What follows belongs to an exercise in optimizing a design on an open flow for small area, a short achievable clock period and few clock cycles per item; a production flow would make more cautious choices. In this exercise RTL edits were held to simulation tests only and were not proved equivalent to the original. No activity file was given, so power comes from the tool's default toggle rates.

==> flow/design.v (excerpt) <==
module pf_engine (
    input  wire        clk,
    input  wire        rst,
    input  wire        cmd_valid,
    output wire        cmd_ready,
    input  wire [1:0]  cmd_op,
    input  wire [7:0]  cmd_klen,
    input  wire [7:0]  cmd_tlen,
    input  wire        in_valid,
    output wire        in_ready,
    input  wire [7:0]  in_data,
    output wire        out_valid,
    input  wire        out_ready,
    output wire [7:0]  out_data,
    output wire        done,
    output wire [2:0]  err_code,
    output wire [15:0] err_info
);
    localparam OP_ENC = 2'd0, OP_DEC = 2'd1, OP_MAT = 2'd2;
    localparam SC_NONE = 2'd0, SC_EMPTY = 2'd1, SC_ODD = 2'd2, SC_BAD = 2'd3;
    localparam IS_IDLE = 2'd0, IS_CAP = 2'd1, IS_STREAM = 2'd2;
    function [5:0] alpha(input integer i);
        alpha = (i < 26) ? (6'd33 + i) : (i - 10);
    endfunction
    reg [1:0] ist;
    reg       cmd_ready_r, in_ready_r;
    reg [1:0] op_in;
    reg [7:0] krem, trem;
    reg [1:0] sc_in;
    reg       started;
    reg       init_req;
    reg [7:0] mb, sb;
    reg       m_v, s_v;
    reg       m_first, m_last, m_text, m_null;
    reg       s_first, s_last, s_text, s_null;
    reg       m_okE, m_okD, m_sp, m_low;
    reg       s_okE, s_okD, s_sp, s_low;
    wire i_up  = (in_data >= 8'h41 && in_data <= 8'h5a);
    wire i_low = (in_data >= 8'h61 && in_data <= 8'h7a);
    wire i_dig = (in_data >= 8'h30 && in_data <= 8'h39);
    wire i_sp  = (in_data == 8'h20);
    assign cmd_ready = cmd_ready_r;
    assign in_ready  = in_ready_r;
    wire cmd_fire = cmd_valid & cmd_ready_r;
    wire in_fire  = in_valid & in_ready_r;
    wire cap_op3  = (op_in == 2'd3);
    wire cap_kz   = (krem == 8'd0);
    wire cap_tz   = (trem == 8'd0);
    wire cap_has  = !cap_op3 & (!cap_kz | (!op_in[1] & !cap_tz));
    wire null_fire = (ist == IS_CAP) & !cap_has & !s_v;
    wire rem_last = (krem == 8'd1 & trem == 8'd0) | (krem == 8'd0 & trem == 8'd1);
    wire enq      = in_fire | null_fire;
    wire e_first  = null_fire | !started;
    wire e_last   = null_fire | rem_last;
    wire e_text   = !null_fire & (krem == 8'd0);
    wire e_null   = null_fire;
    reg  [5:0]  L [0:35];
    reg  [35:0] T;           
    wire [5:0] s = {mb[6], mb[4:0]};
    wire [35:0] m;
    genvar gi;
  ...
Size in the first run: ~2,500 cells after synthesis, roughly 62 I/O pins.
clock: 10.0 ns
lec_check: 0
cap_margin: 20
core_margin: 2
core_utilization: 40
slew_margin: 20
standard.sh (not shown) runs the stock make flow with config.mk's settings and CLKGATE_MAP_FILE= SYNTH_SCRIPT=/design/flow/synth_recipe.tcl, a recipe that flattens the netlist after the stock synthesis.
==> flow/flow/run.sh <==
#!/bin/bash
set -euo pipefail
bash standard.sh BUFFER_PORTS_ARGS="-buffer_cell sky130_fd_sc_hd__buf_4" finish > standard_flow.log 2>&1
The baseline finished clean.
Testbench counts at the start, summed over its fixed seeds: cycles 24,755, bytes 24,035.
==> next run, changes <==
==> flow/flow/run.sh (replaced) <==
#!/bin/bash
set -euo pipefail
bash standard.sh BUFFER_PORTS_ARGS="-buffer_cell sky130_fd_sc_hd__buf_4" \
    SETUP_SLACK_MARGIN=6.4 TNS_END_PERCENT=100 finish > standard_flow.log 2>&1
What happened: Worst setup slack improved by 1.4 ns; clock power barely changes; sequential power hardly moves; final area climbs by 3.5%; maximum frequency rises by 40%; routed wire length rises by 4.7%.
==> next run, changes <==
==> flow/flow/run.sh (replaced) <==
#!/bin/bash
set -euo pipefail
bash standard.sh BUFFER_PORTS_ARGS="-buffer_cell sky130_fd_sc_hd__buf_4" \
    SETUP_SLACK_MARGIN=6.8 TNS_END_PERCENT=100 finish > standard_flow.log 2>&1
--- a/flow/config.mk
+++ b/flow/config.mk
@@ -7,5 +7,5 @@
 export LEC_CHECK = 0
-export CAP_MARGIN = 20
+export CAP_MARGIN = 25
 export CORE_MARGIN = 2
-export CORE_UTILIZATION = 40
-export SLEW_MARGIN = 20
+export CORE_UTILIZATION = 52
+export SLEW_MARGIN = 25
=> The changed run went through all stages and came out clean; fmax is higher by 5.8%; synthesized area is unchanged; via count increases by 2.6%; total power rose by 4.6%; routed wire length came out higher by 8.7%; count of clock-buffer cells in the layout rises by 8; global-route usage rises by 11 points.
==> next run, changes <==
--- a/flow/config.mk
+++ b/flow/config.mk
@@ -7,5 +7,7 @@
 export LEC_CHECK = 0
-export CAP_MARGIN = 25
+export CAP_MARGIN = 20
 export CORE_MARGIN = 2
-export CORE_UTILIZATION = 52
-export SLEW_MARGIN = 25
+export CORE_UTILIZATION = 40
+export CTS_CLUSTER_DIAMETER = 100
+export CTS_CLUSTER_SIZE = 25
+export SLEW_MARGIN = 20
Result: Routed wire length went down by 1.9%. Clock power drops by 42%. Via count barely changes. Hold slack gets better by 0.011 ns.

Another version of the RTL of pf_engine (not shown whole).
For scale: roughly 2600 cells after synthesis, roughly 62 I/O pins, about 0.023 mm^2 of cells after synthesis.
==> flow/config.mk <==
export PLATFORM = sky130hd
export DESIGN_NAME = pf_engine
export DESIGN_NICKNAME = pf_engine
export VERILOG_FILES = /design/flow/design.v
export SDC_FILE = /design/flow/constraint.sdc
export NUM_CORES = 4
export LEC_CHECK = 0
export CAP_MARGIN = 25
export CORE_MARGIN = 2
export CORE_UTILIZATION = 50
export CTS_CLUSTER_DIAMETER = 100
export CTS_CLUSTER_SIZE = 25
export SLEW_MARGIN = 25
==> flow/constraint.sdc <==
create_clock -name core_clock -period 10.0 [get_ports {clk}]
set_input_delay 2.0000 -clock core_clock [delete_from_list [all_inputs] [get_ports {clk}]]
set_output_delay 2.0000 -clock core_clock [all_outputs]
set_load 0.01 [all_outputs]
==> flow/flow/run.sh <==
#!/bin/bash
set -euo pipefail
bash standard.sh BUFFER_PORTS_ARGS="-buffer_cell sky130_fd_sc_hd__buf_4" \
    SETUP_SLACK_MARGIN=6.8 TNS_END_PERCENT=100 finish > standard_flow.log 2>&1
Testbench counts at the start, summed over its fixed seeds: cycles 24,755, bytes 24,035.
Edit:
==> flow/flow/run.sh (replaced) <==
#!/bin/bash
set -euo pipefail
bash standard.sh BUFFER_PORTS_ARGS="-buffer_cell sky130_fd_sc_hd__buf_4" \
    SETUP_SLACK_MARGIN=6.6 TNS_END_PERCENT=100 finish > standard_flow.log 2>&1
CAP_MARGIN = 20   (was 25)
CORE_UTILIZATION = 40   (was 50)
SLEW_MARGIN = 20   (was 25)
=> The changed run went through all stages and came out clean; routed wire length goes down by 3.9%; worst setup slack is worse by 0.23 ns; clock power stays flat; synthesized cell count does not change; non-clock buffer count goes down by 66; sequential power hardly moves; maximum frequency decreases by 6.6%.

==> static timing again, ports no longer ideal <==
Ports are ideal in the flow. The routed layouts listed here were re-timed in OpenROAD.
Step 1 assumes that a clkbuf_16 drives the clock port and a buf_2 every other input.
Step 2 also shifts input and output timing later by t, the mid clock arrival at the registers, as if the neighbouring blocks saw the same clock.
Slacks: ideal ports / drivers / drivers and shift; pairs: ideal ports / drivers.
| run | t (ns) | setup WS [ns] | clock arrival spread, ns | slew at the worst register clock pin (ns) |
|---|---|---|---|---|
| the first run of note 1 | 0.657 | 5.108 / 5.108 / 5.108 | 0.041 / 0.041 | 0.07 / 0.07 |
| the second run of note 1 | 0.656 | 6.516 / 6.516 / 6.140 | 0.040 / 0.040 | 0.07 / 0.07 |
| the third run of note 1 | 0.658 | 6.706 / 6.706 / 6.398 | 0.024 / 0.024 | 0.07 / 0.07 |
| the fourth run of note 1 | 0.627 | 6.655 / 6.655 / 6.475 | 0.028 / 0.027 | 0.11 / 0.11 |
| the first run of note 2 | 0.633 | 6.786 / 6.755 / 6.462 | 0.020 / 0.019 | 0.11 / 0.11 |
| the second run of note 2 | 0.627 | 6.560 / 6.560 / 6.396 | 0.026 / 0.025 | 0.11 / 0.11 |
After both steps every run listed still meets setup and hold. For the second run of note 1, which loses most, drivers alone change the setup slack by 0.000 ns; drivers and shift together by -0.376 ns.
